This design comes from an exercise in tuning for small area on the open sky130 flow, not from production work.
RTL that was checked went through simulation tests only; none was proved equivalent to the original.
No driver is modelled on the clock port, so clock power and skew are understated where the tree is cut down; a real chip needs a root buffer or a tree.
Power figures rest on the tool's default switching activity, not on a simulated workload.

==> job 8044 <==
Design stpm3x_link, start of the top module:
module stpm3x_link (
    input  wire        clk,
    input  wire        rst,
    input  wire [7:0]  t_min,         
    input  wire        cmd_valid,
    output wire        cmd_ready,
    input  wire [2:0]  cmd_op,
    input  wire [7:0]  cmd_addr,
    input  wire [39:0] cmd_data,
    output wire        rsp_valid,
    output wire [2:0]  rsp_code,
    output wire [79:0] rsp_data,
    output wire [1:0]  rsp_crc_err,   
    output wire        arb_req,
    input  wire        arb_ack,
    input  wire        arb_gnt,
    output wire        bus_held,
    output wire        spi_cs_n,
    output wire        spi_sclk,
    output wire        spi_mosi,
    input  wire        spi_miso
);
clock: 8.0 ns
lec_check: 0
abc_area: 1
cap_margin: 20
core_margin: 2
core_utilization: 40
slew_margin: 20
standard.sh (not shown) runs the stock make flow with config.mk's settings and CLKGATE_MAP_FILE= SYNTH_SCRIPT=/design/flow/synth_recipe.tcl, a recipe that flattens the netlist after the stock synthesis.
==> flow/flow/run.sh <==
#!/bin/bash
set -euo pipefail
export BUFFER_PORTS_ARGS="-buffer_cell sky130_fd_sc_hd__buf_1"
export SKIP_REPAIR_TIE_FANOUT=1
export CTS_ARGS="-sink_clustering_enable -repair_clock_nets -dont_use_dummy_load -buf_list sky130_fd_sc_hd__clkbuf_8"
bash standard.sh synth > synth.log 2>&1
R=orfs/results/sky130hd/stpm3x_link/base
LIB=$FLOW_HOME/platforms/sky130hd/lib/sky130_fd_sc_hd__tt_025C_1v80.lib
YOSYS=$FLOW_HOME/../tools/install/yosys/bin/yosys
[[ -x $YOSYS ]] || YOSYS=yosys
cp $R/1_2_yosys.v remap_in.v
sed "s#LIBFILE#$LIB#g; s#INFILE#remap_in.v#; s#ABCSCRIPT#flow/area.abc#; s#STATFILE#remap_stat.txt#; s#OUTFILE#remap_out.v#" flow/remap.ys > remap_run.ys
$YOSYS -s remap_run.ys > remap.log 2>&1
cp remap_out.v $R/1_2_yosys.v
bash standard.sh finish > finish.log 2>&1
==> flow/flow/area.abc <==
strash
ifraig
scorr
dc2
strash
dch -f
amap
topo
==> flow/flow/remap.ys <==
# Re-map the combinational logic of the standard synthesis for area.
# The flip-flops are kept as they are (same cells, same instance names).
read_liberty -ignore_miss_func LIBFILE
blackbox sky130_fd_sc_hd__dfxtp_1 sky130_fd_sc_hd__edfxtp_1 sky130_fd_sc_hd__dfrtp_1 sky130_fd_sc_hd__dfstp_1
read_verilog -sv INFILE
hierarchy -top stpm3x_link
flatten
opt_clean -purge
opt -fast
abc -liberty LIBFILE -dont_use *probe* -dont_use *lpflow* -script ABCSCRIPT
opt_clean -purge
hilomap -singleton -hicell sky130_fd_sc_hd__conb_1 HI -locell sky130_fd_sc_hd__conb_1 LO
insbuf -buf sky130_fd_sc_hd__buf_4 A X
splitnets
opt_clean -purge
hierarchy -top stpm3x_link
tee -o STATFILE stat -liberty LIBFILE
write_verilog -noattr -nohex -nodec OUTFILE
==> job 2790 (differences from job 8044) <==
--- a/flow/design.v
+++ b/flow/design.v
@@ -233,23 +233,24 @@
         if (load || (s_dlyo && cnt0))
             C <= 8'd0;
         else if (step && !c_shift)
             C <= {C[6:0], 1'b0} ^ ({8{cin ^ C[7]}} & 8'h07);
         else if (step)
             C <= {C[6:0], cin};
     end
-    always @(posedge clk) begin
-        if (load) begin
-            S[39:32] <= cmd_op[1] ? cmd_addr : cmd_data[39:32];
-            S[31:0]  <= cmd_data[31:0];
-        end else if (step) begin
-            if (fullrot || ash) S[39:16] <= {S[38:16], ain};
-            if (fullrot || bsh) S[15:0]  <= {S[14:0], bin};
-        end
-    end
+    wire        sh_a  = step && (fullrot || ash) && !load;
+    wire        sh_b  = step && (fullrot || bsh) && !load;
+    wire        hd_a  = !load && !sh_a;
+    wire        hd_b  = !load && !sh_b;
+    wire [39:0] s_ld  = {cmd_op[1] ? cmd_addr : cmd_data[39:32], cmd_data[31:0]};
+    wire [39:0] s_sh  = {S[38:16], ain, S[14:0], bin};
+    wire [39:0] s_sel = {{24{sh_a}}, {16{sh_b}}};
+    wire [39:0] s_hd  = {{24{hd_a}}, {16{hd_b}}};
+    always @(posedge clk)
+        S <= ({40{load}} & s_ld) | (s_sel & s_sh) | (s_hd & S);
     assign rsp_valid = s_res;
     assign rsp_code  = is_bus ? (fr ? {2'b00, is_rd} : (e0 ? 3'd4 : 3'd3))
                      : (op == 3'd0) ? 3'd5 : 3'd2;
     assign rsp_data  = {S[15:8], 24'hFFFFFF, S[7:0], 8'hFF,
                         S[23:16], S[31:24], S[39:32],
                         C[7:1], (op == 3'd5) ? cz : C[0]};
     assign rsp_crc_err = {e1, e0};
==> flow/flow/run.sh (replaced) <==
#!/bin/bash
set -euo pipefail
export BUFFER_PORTS_ARGS="-buffer_cell sky130_fd_sc_hd__buf_1"
export SKIP_REPAIR_TIE_FANOUT=1
export PRE_CTS_TCL=$PWD/flow/manual_cts.tcl
bash standard.sh synth > synth.log 2>&1
R=orfs/results/sky130hd/stpm3x_link/base
LIB=$FLOW_HOME/platforms/sky130hd/lib/sky130_fd_sc_hd__tt_025C_1v80.lib
YOSYS=$FLOW_HOME/../tools/install/yosys/bin/yosys
[[ -x $YOSYS ]] || YOSYS=yosys
cp $R/1_2_yosys.v remap_in.v
# four re-mappings in parallel (one plain, three with ABC's deepsyn from
# different seeds); the smallest netlist is used
for i in 0 1 2 3; do
  sed "s#LIBFILE#$LIB#g; s#INFILE#remap_in.v#; s#ABCSCRIPT#flow/area$i.abc#; s#STATFILE#remap_stat$i.txt#; s#OUTFILE#remap_out$i.v#" flow/remap.ys > remap_run$i.ys
  $YOSYS -s remap_run$i.ys > remap$i.log 2>&1 &
done
wait
best=""
bestarea=""
for i in 0 1 2 3; do
  a=$(awk '/Chip area/ {print $NF}' remap_stat$i.txt 2>/dev/null || true)
  [[ -n "$a" && -s remap_out$i.v ]] || continue
  if [[ -z "$best" ]] || awk -v x="$a" -v y="$bestarea" 'BEGIN { exit !(x < y) }'; then
    best=$i
    bestarea=$a
  fi
done
echo "remap: using variant $best, area $bestarea" > remap_choice.txt
cp remap_out$best.v $R/1_2_yosys.v
bash standard.sh finish > finish.log 2>&1
==> flow/flow/area0.abc (new file) <==
strash
ifraig
scorr
dc2
strash
dch -f
amap
topo
==> flow/flow/area1.abc (new file) <==
strash
&get -n
&deepsyn -T 60 -S 1
&put
dch -f
amap
topo
==> flow/flow/area2.abc (new file) <==
strash
&get -n
&deepsyn -T 60 -S 2
&put
dch -f
amap
topo
==> flow/flow/area3.abc (new file) <==
strash
&get -n
&deepsyn -T 60 -S 3
&put
dch -f
amap
topo
==> flow/flow/manual_cts.tcl (new file) <==
# Sourced by ORFS's cts.tcl before its clock tree synthesis (PRE_CTS_TCL).
# Replaces clock_tree_synthesis with a small two-level tree: one root buffer
# driven by the clock port, feeding NX x NY leaf buffers, each driving the
# flip-flops of one region of the placement.
proc clock_tree_synthesis { args } {
  set nx 3
  set ny 2
  set leaf_cell sky130_fd_sc_hd__clkbuf_8
  set root_cell sky130_fd_sc_hd__clkbuf_4
  set db [ord::get_db]
  set block [ord::get_db_block]
  set clknet [$block findNet clk]
  set sinks {}
  foreach it [$clknet getITerms] {
    if { [$it isInputSignal] } { lappend sinks $it }
  }
  proc ::mcts_x { it } { set b [[$it getInst] getBBox]; return [expr { ([$b xMin] + [$b xMax]) / 2 }] }
  proc ::mcts_y { it } { set b [[$it getInst] getBBox]; return [expr { ([$b yMin] + [$b yMax]) / 2 }] }
  set srt [lsort -command { apply { { a b } { expr { [::mcts_x $a] - [::mcts_x $b] } } } } $sinks]
  set groups {}
  set per [expr { int(ceil([llength $srt] / double($nx))) }]
  for { set c 0 } { $c < $nx } { incr c } {
    set col [lrange $srt [expr { $c * $per }] [expr { ($c + 1) * $per - 1 }]]
    set col [lsort -command { apply { { a b } { expr { [::mcts_y $a] - [::mcts_y $b] } } } } $col]
    set per2 [expr { int(ceil([llength $col] / double($ny))) }]
    for { set r 0 } { $r < $ny } { incr r } {
      set grp [lrange $col [expr { $r * $per2 }] [expr { ($r + 1) * $per2 - 1 }]]
      if { [llength $grp] } { lappend groups $grp }
    }
  }
  set rinst [odb::dbInst_create $block [$db findMaster $root_cell] "clkbuf_root"]
  set rootnet [odb::dbNet_create $block "clknet_root"]
  $rootnet setSigType CLOCK
  [$rinst findITerm A] connect $clknet
  [$rinst findITerm X] connect $rootnet
  set rx 0
  set ry 0
  foreach it $sinks {
    set rx [expr { $rx + [::mcts_x $it] }]
    set ry [expr { $ry + [::mcts_y $it] }]
  }
  $rinst setLocation [expr { $rx / [llength $sinks] }] [expr { $ry / [llength $sinks] }]
  $rinst setPlacementStatus PLACED
  set g 0
  foreach grp $groups {
    set inst [odb::dbInst_create $block [$db findMaster $leaf_cell] "clkbuf_leaf_$g"]
    set net [odb::dbNet_create $block "clknet_leaf_$g"]
    $net setSigType CLOCK
    set sx 0
    set sy 0
    foreach it $grp {
      $it disconnect
      $it connect $net
      set sx [expr { $sx + [::mcts_x $it] }]
      set sy [expr { $sy + [::mcts_y $it] }]
    }
    [$inst findITerm A] connect $rootnet
    [$inst findITerm X] connect $net
    $inst setLocation [expr { $sx / [llength $grp] }] [expr { $sy / [llength $grp] }]
    $inst setPlacementStatus PLACED
    incr g
  }
  puts "manual clock tree: 1 root, $g leaves, [llength $sinks] sinks"
  set_propagated_clock [all_clocks]
}
removed: flow/flow/area.abc
==> summary of the runs <==
Of job 8044 and job 2790, job 8044 has the higher via count (gap about 2.5%, measured against job 2790). Against job 2790, the combinational power of job 8044 is lower by 7.9%. Cell count: job 8044 is higher than job 2790 (about 4.5%). Of job 2790 and job 8044, job 2790 has the higher wire length (gap 1.5%, measured against job 8044). Between job 8044 and job 2790, the lower design area is in job 2790 (gap about 11%, measured against job 2790). Against job 8044, the synthesized area of job 2790 is lower by about 9%. Against job 8044, the die area of job 2790 is smaller by about 8%.
For job 2790, only the layout was checked, not whether the RTL still works. The clock cells of job 2790 come from the design's own scripts or RTL, not from TritonCTS.

---

==> wip/tundra <==
stpm3x_link, a different RTL version from the one above (not shown whole).
Settings: LEC_CHECK=0, ABC_AREA=1, CAP_MARGIN=20, CORE_MARGIN=2, CORE_UTILIZATION=40, CTS_BUF_LIST=sky130_fd_sc_hd__clkbuf_4 sky130_fd_sc_hd__clkbuf_8, SLEW_MARGIN=20; clock period 8.0 ns.
==> flow/flow/run.sh <==
#!/bin/bash
set -euo pipefail
export BUFFER_PORTS_ARGS="-buffer_cell sky130_fd_sc_hd__buf_1"
bash standard.sh synth > synth.log 2>&1
bash standard.sh finish > finish.log 2>&1
==> wip/amber: changes against wip/tundra <==
--- a/flow/design.v
+++ b/flow/design.v
@@ -56,33 +56,33 @@
     output wire        cmd_ready,
     input  wire [2:0]  cmd_op,
     input  wire [7:0]  cmd_addr,
     input  wire [39:0] cmd_data,
     output wire        rsp_valid,
     output wire [2:0]  rsp_code,
     output wire [79:0] rsp_data,
     output wire [1:0]  rsp_crc_err,   
-    output reg         arb_req,
+    output wire        arb_req,
     input  wire        arb_ack,
     input  wire        arb_gnt,
-    output reg         bus_held,
-    output reg         spi_cs_n,
+    output wire        bus_held,
+    output wire        spi_cs_n,
     output reg         spi_sclk,
     output wire        spi_mosi,
     input  wire        spi_miso
 );
     localparam [2:0] ST_IDLE  = 3'd0,
                      ST_COMP  = 3'd1,    
                      ST_REQ   = 3'd2,    
-                     ST_DLYO  = 3'd3,    
-                     ST_FRAME = 3'd4,    
-                     ST_DLYE  = 3'd5,    
+                     ST_RES   = 3'd3,    
+                     ST_DLYO  = 3'd4,    
+                     ST_FRAME = 3'd5,    
                      ST_CLOSE = 3'd6,    
-                     ST_RES   = 3'd7;    
+                     ST_DLYE  = 3'd7;    
     localparam [2:0] D_ZERO = 3'd0, D_ONE = 3'd1, D_S39 = 3'd2, D_S31 = 3'd3,
                      D_S23  = 3'd4, D_S15 = 3'd5, D_C7 = 3'd6, D_DE = 3'd7;
     reg  [2:0]  st;
     reg  [2:0]  op;
     reg  [7:0]  cnt;       
     reg         fr;        
     reg         e0, e1;    
     reg  [39:0] S;
@@ -122,21 +122,22 @@
             endcase
         end else if (s_comp && op[1:0] == 2'b11) begin
             case (bi)
                 3'd4: begin fullrot = 1'b1; c_lfsr = 1'b1; dsel = D_S39; end
                 3'd3, 3'd2, 3'd1: begin ash = 1'b1; ain_one = 1'b1; c_lfsr = 1'b1; dsel = D_ONE; end
                 default: begin bsh = 1'b1; bin_c7 = 1'b1; c_shift = 1'b1; dsel = D_DE; end
             endcase
         end else if (s_comp && op == 3'd1) begin
-            if (bi != 3'd0) begin fullrot = 1'b1; c_lfsr = 1'b1; dsel = D_S39; end
+            if (bi == 3'd4) begin fullrot = 1'b1; c_lfsr = 1'b1; end
+            else if (bi != 3'd0) begin fullrot = 1'b1; c_lfsr = 1'b1; dsel = D_S39; end
         end else if (s_comp && op == 3'd5) begin
-            fullrot = 1'b1; c_lfsr = 1'b1; dsel = D_S39;
+            fullrot = 1'b1; c_lfsr = 1'b1; dsel = (bi == 3'd4) ? D_ZERO : D_S39;
         end else if (s_comp && op == 3'd4) begin
-            if (bi == 3'd4) begin fullrot = 1'b1; c_shift = 1'b1; dsel = D_S39; end
+            if (bi == 3'd4) fullrot = 1'b1;
         end else if (s_frame) begin
             rx = 1'b1; c_lfsr = 1'b1; dsel = D_ONE;
             if (!fr) begin
                 case (bi)
                     3'd4: begin bsh = 1'b1; dsel = D_S15; end
                     3'd3: ash = 1'b1;
                     3'd0: begin bsh = 1'b1; dsel = D_S15; end
                     default: ;
@@ -199,33 +200,25 @@
                 else begin st_n = ST_CLOSE; ld_7 = 1'b1; end
             end
             default: if (cnt0) st_n = ST_RES;    
         endcase
     end
     always @(posedge clk) begin
         if (rst) begin
             st       <= ST_IDLE;
-            arb_req  <= 1'b0;
-            bus_held <= 1'b0;
-            spi_cs_n <= 1'b1;
             spi_sclk <= 1'b0;
         end else begin
             st <= st_n;
-            if (s_comp && st_n == ST_REQ) arb_req <= 1'b1;
-            if (s_req && arb_ack) begin
-                arb_req <= 1'b0;
-                if (arb_gnt) bus_held <= 1'b1;
-            end
-            if (s_dlyo && cnt0) spi_cs_n <= 1'b0;
-            if (s_dlye && cnt0) spi_cs_n <= 1'b1;
-            if (s_close && cnt0) bus_held <= 1'b0;
             if (s_frame) spi_sclk <= !spi_sclk;
         end
     end
+    assign arb_req  = s_req;
+    assign bus_held = st[2];
+    assign spi_cs_n = !(s_frame || s_dlye || (s_dlyo && is_rd && fr));
     always @(posedge clk) begin
         if (ld_t)
             cnt <= t_min;
         else if (ld_39 || ld_7)
             cnt <= {2'b00, ld_39, 2'b00, 3'b111};
         else if (step || !s_frame)
             cnt <= cnt - 8'd1;
         if (load) begin
@@ -234,26 +227,28 @@
         end
         if ((s_frame || s_dlye) && st_n == ST_DLYO) fr <= 1'b1;
         if (s_comp && first) e0 <= 1'b1;              
         if (s_req) e0 <= 1'b0;                        
         if (s_dlyo && cnt0) e0 <= !cz;
         if (s_dlye && cnt0) e1 <= !cz;
     end
     always @(posedge clk) begin
-        if (load || (s_dlyo && cnt0))
+        if (load)
+            C <= cmd_op[1] ? 8'd0 : cmd_data[39:32];
+        else if (s_dlyo && cnt0)
             C <= 8'd0;
         else if (step && c_lfsr)
             C <= {C[6:0], 1'b0} ^ ({8{cin ^ C[7]}} & 8'h07);
         else if (step && c_shift)
             C <= {C[6:0], cin};
     end
     always @(posedge clk) begin
         if (load) begin
-            S[39:32] <= cmd_op[1] ? cmd_addr : cmd_data[39:32];
+            S[39:32] <= cmd_addr;
             S[31:0]  <= cmd_data[31:0];
         end else if (step) begin
             if (fullrot || ash) S[39:16] <= {S[38:16], ain};
             if (fullrot || bsh) S[15:0]  <= {S[14:0], bin};
         end
     end
     assign rsp_valid = s_res;
     assign rsp_code  = is_bus ? (fr ? {2'b00, is_rd} : (e0 ? 3'd4 : 3'd3))
==> flow/flow/run.sh (replaced) <==
#!/bin/bash
set -euo pipefail
export BUFFER_PORTS_ARGS="-buffer_cell sky130_fd_sc_hd__buf_1"
export CTS_ARGS="-sink_clustering_enable -repair_clock_nets -dont_use_dummy_load -buf_list sky130_fd_sc_hd__clkbuf_8"
bash standard.sh synth > synth.log 2>&1
R=orfs/results/sky130hd/stpm3x_link/base
LIB=$FLOW_HOME/platforms/sky130hd/lib/sky130_fd_sc_hd__tt_025C_1v80.lib
YOSYS=$FLOW_HOME/../tools/install/yosys/bin/yosys
[[ -x $YOSYS ]] || YOSYS=yosys
cp $R/1_2_yosys.v remap_in.v
sed "s#LIBFILE#$LIB#g; s#INFILE#remap_in.v#; s#ABCSCRIPT#flow/area.abc#; s#STATFILE#remap_stat.txt#; s#OUTFILE#remap_out.v#" flow/remap.ys > remap_run.ys
$YOSYS -s remap_run.ys > remap.log 2>&1
cp remap_out.v $R/1_2_yosys.v
bash standard.sh finish > finish.log 2>&1
==> flow/flow/area.abc (new file) <==
strash
ifraig
scorr
dc2
strash
dch -f
amap
topo
==> flow/flow/remap.ys (new file) <==
# Re-map the combinational logic of the standard synthesis for area.
# The flip-flops are kept as they are (same cells, same instance names).
read_liberty -ignore_miss_func LIBFILE
blackbox sky130_fd_sc_hd__dfxtp_1 sky130_fd_sc_hd__edfxtp_1 sky130_fd_sc_hd__dfrtp_1 sky130_fd_sc_hd__dfstp_1
read_verilog -sv INFILE
hierarchy -top stpm3x_link
flatten
opt_clean -purge
opt -fast
abc -liberty LIBFILE -dont_use *probe* -dont_use *lpflow* -script ABCSCRIPT
opt_clean -purge
hilomap -singleton -hicell sky130_fd_sc_hd__conb_1 HI -locell sky130_fd_sc_hd__conb_1 LO
insbuf -buf sky130_fd_sc_hd__buf_4 A X
splitnets
opt_clean -purge
hierarchy -top stpm3x_link
tee -o STATFILE stat -liberty LIBFILE
write_verilog -noattr -nohex -nodec OUTFILE
==> flow/config.mk (replaced) <==
export PLATFORM = sky130hd
export DESIGN_NAME = stpm3x_link
export DESIGN_NICKNAME = stpm3x_link
export VERILOG_FILES = /design/flow/design.v
export SDC_FILE = /design/flow/constraint.sdc
export NUM_CORES = 4
export LEC_CHECK = 0
export ABC_AREA = 1
export CAP_MARGIN = 20
export CORE_MARGIN = 2
export CORE_UTILIZATION = 40
export SLEW_MARGIN = 20
==> wip/harbor: changes against wip/tundra <==
--- a/flow/design.v
+++ b/flow/design.v
@@ -56,33 +56,33 @@
     output wire        cmd_ready,
     input  wire [2:0]  cmd_op,
     input  wire [7:0]  cmd_addr,
     input  wire [39:0] cmd_data,
     output wire        rsp_valid,
     output wire [2:0]  rsp_code,
     output wire [79:0] rsp_data,
     output wire [1:0]  rsp_crc_err,   
-    output reg         arb_req,
+    output wire        arb_req,
     input  wire        arb_ack,
     input  wire        arb_gnt,
-    output reg         bus_held,
-    output reg         spi_cs_n,
+    output wire        bus_held,
+    output wire        spi_cs_n,
     output reg         spi_sclk,
     output wire        spi_mosi,
     input  wire        spi_miso
 );
     localparam [2:0] ST_IDLE  = 3'd0,
                      ST_COMP  = 3'd1,    
                      ST_REQ   = 3'd2,    
-                     ST_DLYO  = 3'd3,    
-                     ST_FRAME = 3'd4,    
-                     ST_DLYE  = 3'd5,    
+                     ST_RES   = 3'd3,    
+                     ST_DLYO  = 3'd4,    
+                     ST_FRAME = 3'd5,    
                      ST_CLOSE = 3'd6,    
-                     ST_RES   = 3'd7;    
+                     ST_DLYE  = 3'd7;    
     localparam [2:0] D_ZERO = 3'd0, D_ONE = 3'd1, D_S39 = 3'd2, D_S31 = 3'd3,
                      D_S23  = 3'd4, D_S15 = 3'd5, D_C7 = 3'd6, D_DE = 3'd7;
     reg  [2:0]  st;
     reg  [2:0]  op;
     reg  [7:0]  cnt;       
     reg         fr;        
     reg         e0, e1;    
     reg  [39:0] S;
@@ -122,21 +122,22 @@
             endcase
         end else if (s_comp && op[1:0] == 2'b11) begin
             case (bi)
                 3'd4: begin fullrot = 1'b1; c_lfsr = 1'b1; dsel = D_S39; end
                 3'd3, 3'd2, 3'd1: begin ash = 1'b1; ain_one = 1'b1; c_lfsr = 1'b1; dsel = D_ONE; end
                 default: begin bsh = 1'b1; bin_c7 = 1'b1; c_shift = 1'b1; dsel = D_DE; end
             endcase
         end else if (s_comp && op == 3'd1) begin
-            if (bi != 3'd0) begin fullrot = 1'b1; c_lfsr = 1'b1; dsel = D_S39; end
+            if (bi == 3'd4) begin fullrot = 1'b1; c_lfsr = 1'b1; end
+            else if (bi != 3'd0) begin fullrot = 1'b1; c_lfsr = 1'b1; dsel = D_S39; end
         end else if (s_comp && op == 3'd5) begin
-            fullrot = 1'b1; c_lfsr = 1'b1; dsel = D_S39;
+            fullrot = 1'b1; c_lfsr = 1'b1; dsel = (bi == 3'd4) ? D_ZERO : D_S39;
         end else if (s_comp && op == 3'd4) begin
-            if (bi == 3'd4) begin fullrot = 1'b1; c_shift = 1'b1; dsel = D_S39; end
+            if (bi == 3'd4) fullrot = 1'b1;
         end else if (s_frame) begin
             rx = 1'b1; c_lfsr = 1'b1; dsel = D_ONE;
             if (!fr) begin
                 case (bi)
                     3'd4: begin bsh = 1'b1; dsel = D_S15; end
                     3'd3: ash = 1'b1;
                     3'd0: begin bsh = 1'b1; dsel = D_S15; end
                     default: ;
@@ -199,33 +200,25 @@
                 else begin st_n = ST_CLOSE; ld_7 = 1'b1; end
             end
             default: if (cnt0) st_n = ST_RES;    
         endcase
     end
     always @(posedge clk) begin
         if (rst) begin
             st       <= ST_IDLE;
-            arb_req  <= 1'b0;
-            bus_held <= 1'b0;
-            spi_cs_n <= 1'b1;
             spi_sclk <= 1'b0;
         end else begin
             st <= st_n;
-            if (s_comp && st_n == ST_REQ) arb_req <= 1'b1;
-            if (s_req && arb_ack) begin
-                arb_req <= 1'b0;
-                if (arb_gnt) bus_held <= 1'b1;
-            end
-            if (s_dlyo && cnt0) spi_cs_n <= 1'b0;
-            if (s_dlye && cnt0) spi_cs_n <= 1'b1;
-            if (s_close && cnt0) bus_held <= 1'b0;
             if (s_frame) spi_sclk <= !spi_sclk;
         end
     end
+    assign arb_req  = s_req;
+    assign bus_held = st[2];
+    assign spi_cs_n = !(s_frame || s_dlye || (s_dlyo && is_rd && fr));
     always @(posedge clk) begin
         if (ld_t)
             cnt <= t_min;
         else if (ld_39 || ld_7)
             cnt <= {2'b00, ld_39, 2'b00, 3'b111};
         else if (step || !s_frame)
             cnt <= cnt - 8'd1;
         if (load) begin
@@ -234,26 +227,28 @@
         end
         if ((s_frame || s_dlye) && st_n == ST_DLYO) fr <= 1'b1;
         if (s_comp && first) e0 <= 1'b1;              
         if (s_req) e0 <= 1'b0;                        
         if (s_dlyo && cnt0) e0 <= !cz;
         if (s_dlye && cnt0) e1 <= !cz;
     end
     always @(posedge clk) begin
-        if (load || (s_dlyo && cnt0))
+        if (load)
+            C <= cmd_op[1] ? 8'd0 : cmd_data[39:32];
+        else if (s_dlyo && cnt0)
             C <= 8'd0;
         else if (step && c_lfsr)
             C <= {C[6:0], 1'b0} ^ ({8{cin ^ C[7]}} & 8'h07);
         else if (step && c_shift)
             C <= {C[6:0], cin};
     end
     always @(posedge clk) begin
         if (load) begin
-            S[39:32] <= cmd_op[1] ? cmd_addr : cmd_data[39:32];
+            S[39:32] <= cmd_addr;
             S[31:0]  <= cmd_data[31:0];
         end else if (step) begin
             if (fullrot || ash) S[39:16] <= {S[38:16], ain};
             if (fullrot || bsh) S[15:0]  <= {S[14:0], bin};
         end
     end
     assign rsp_valid = s_res;
     assign rsp_code  = is_bus ? (fr ? {2'b00, is_rd} : (e0 ? 3'd4 : 3'd3))
==> flow/flow/run.sh (replaced) <==
#!/bin/bash
set -euo pipefail
export BUFFER_PORTS_ARGS="-buffer_cell sky130_fd_sc_hd__buf_1"
export CTS_ARGS="-sink_clustering_enable -repair_clock_nets -dont_use_dummy_load -buf_list sky130_fd_sc_hd__clkbuf_8"
bash standard.sh synth > synth.log 2>&1
bash standard.sh finish > finish.log 2>&1
==> flow/config.mk (replaced) <==
export PLATFORM = sky130hd
export DESIGN_NAME = stpm3x_link
export DESIGN_NICKNAME = stpm3x_link
export VERILOG_FILES = /design/flow/design.v
export SDC_FILE = /design/flow/constraint.sdc
export NUM_CORES = 4
export LEC_CHECK = 0
export ABC_AREA = 1
export CAP_MARGIN = 20
export CORE_MARGIN = 2
export CORE_UTILIZATION = 40
export SLEW_MARGIN = 20
==> flow_summary.ini <==
[run_status]
run_status = complete, no violations

[detailed_routing]
detailedRoute.firstIterationViolations = 249

[global_route]
grt_util_met2 = 0.300

[pwr]
static-leakage-power_nw = 2.06
pwr-share-clk = 0.211

[timing]
layout_setup_ws_ns = 4.18

[placement]
pre_cts_slack_ns = 4.47
place.detailed.instances = 762

[worst_setup_path]
rr_worst_depth = 10
cp.buffers_inverters = 1

[layout]
final_design_instance_area_without_fill_um2 = 4690

[floorplanning]
die_w_um = 106
the above is filed under wip/harbor

==> flow_summary.ini <==
[yosys]
synth-compound-area-share = 0.103

[global_route]
grt_util_met2 = 0.297

[pwr]
pwr-share-clk = 0.211
static-leakage-power_nw = 2.16

[worst_setup_path]
rr_worst_depth = 12
cp.buffers_inverters = 2
crit_start = st[2]

[floorplanning]
die_w_um = 108

[layout]
final_design_instance_area_without_fill_um2 = 4940

[detailed_routing]
detailedRoute.firstIterationViolations = 249

[timing]
layout_setup_ws_ns = 4.08

[cts]
cts_hold_buf = 0

[run_status]
run_status = complete, no violations
the above is filed under wip/tundra

==> flow_summary.ini <==
[layout]
final_design_instance_area_without_fill_um2 = 4330
fill_cells = 980

[pwr]
pwr-share-clk = 0.194
static-leakage-power_nw = 1.49

[worst_setup_path]
cp.buffers_inverters = 4

[global_route]
grt_util_met2 = 0.272

[detailed_routing]
route.detailed.drc = 0
detailedRoute.firstIterationViolations = 266

[run_status]
run_status = complete, no violations

[floorplanning]
die_w_um = 104
the above is filed under wip/amber

Function not checked in wip/tundra: the RTL went through the layout flow alone.

## port drivers added, routing unchanged
How much do the figures lean on ideal ports? The routed layouts below were timed once more, with nothing changed but the port constraints. Step 1 assumes that a clkbuf_16 drives the clock port and a buf_2 every other input. Step 2 also shifts input and output timing later by t, the mid clock arrival at the registers, as if the neighbouring blocks saw the same clock. Slacks: ideal / step 1 / step 2; pairs: ideal / step 1.
run | t, ns | setup slack, ns | worst setup path at the end | worst slew at a driven data input, ns
job 8044 | 0.368 | 3.043 / 3.012 / 3.380 | register to output | 0.04
job 2790 | 0.431 | 2.882 / 2.855 / 3.286 | register to output | 0.04
wip/tundra | 0.389 | 4.080 / 4.044 / 4.433 | register to output | 0.05
wip/amber | 0.370 | 2.719 / 2.685 / 3.055 | register to output | 0.05
wip/harbor | 0.373 | 4.179 / 4.143 / 4.475 | input to register | 0.05
After both steps setup and hold are still met in every run listed.
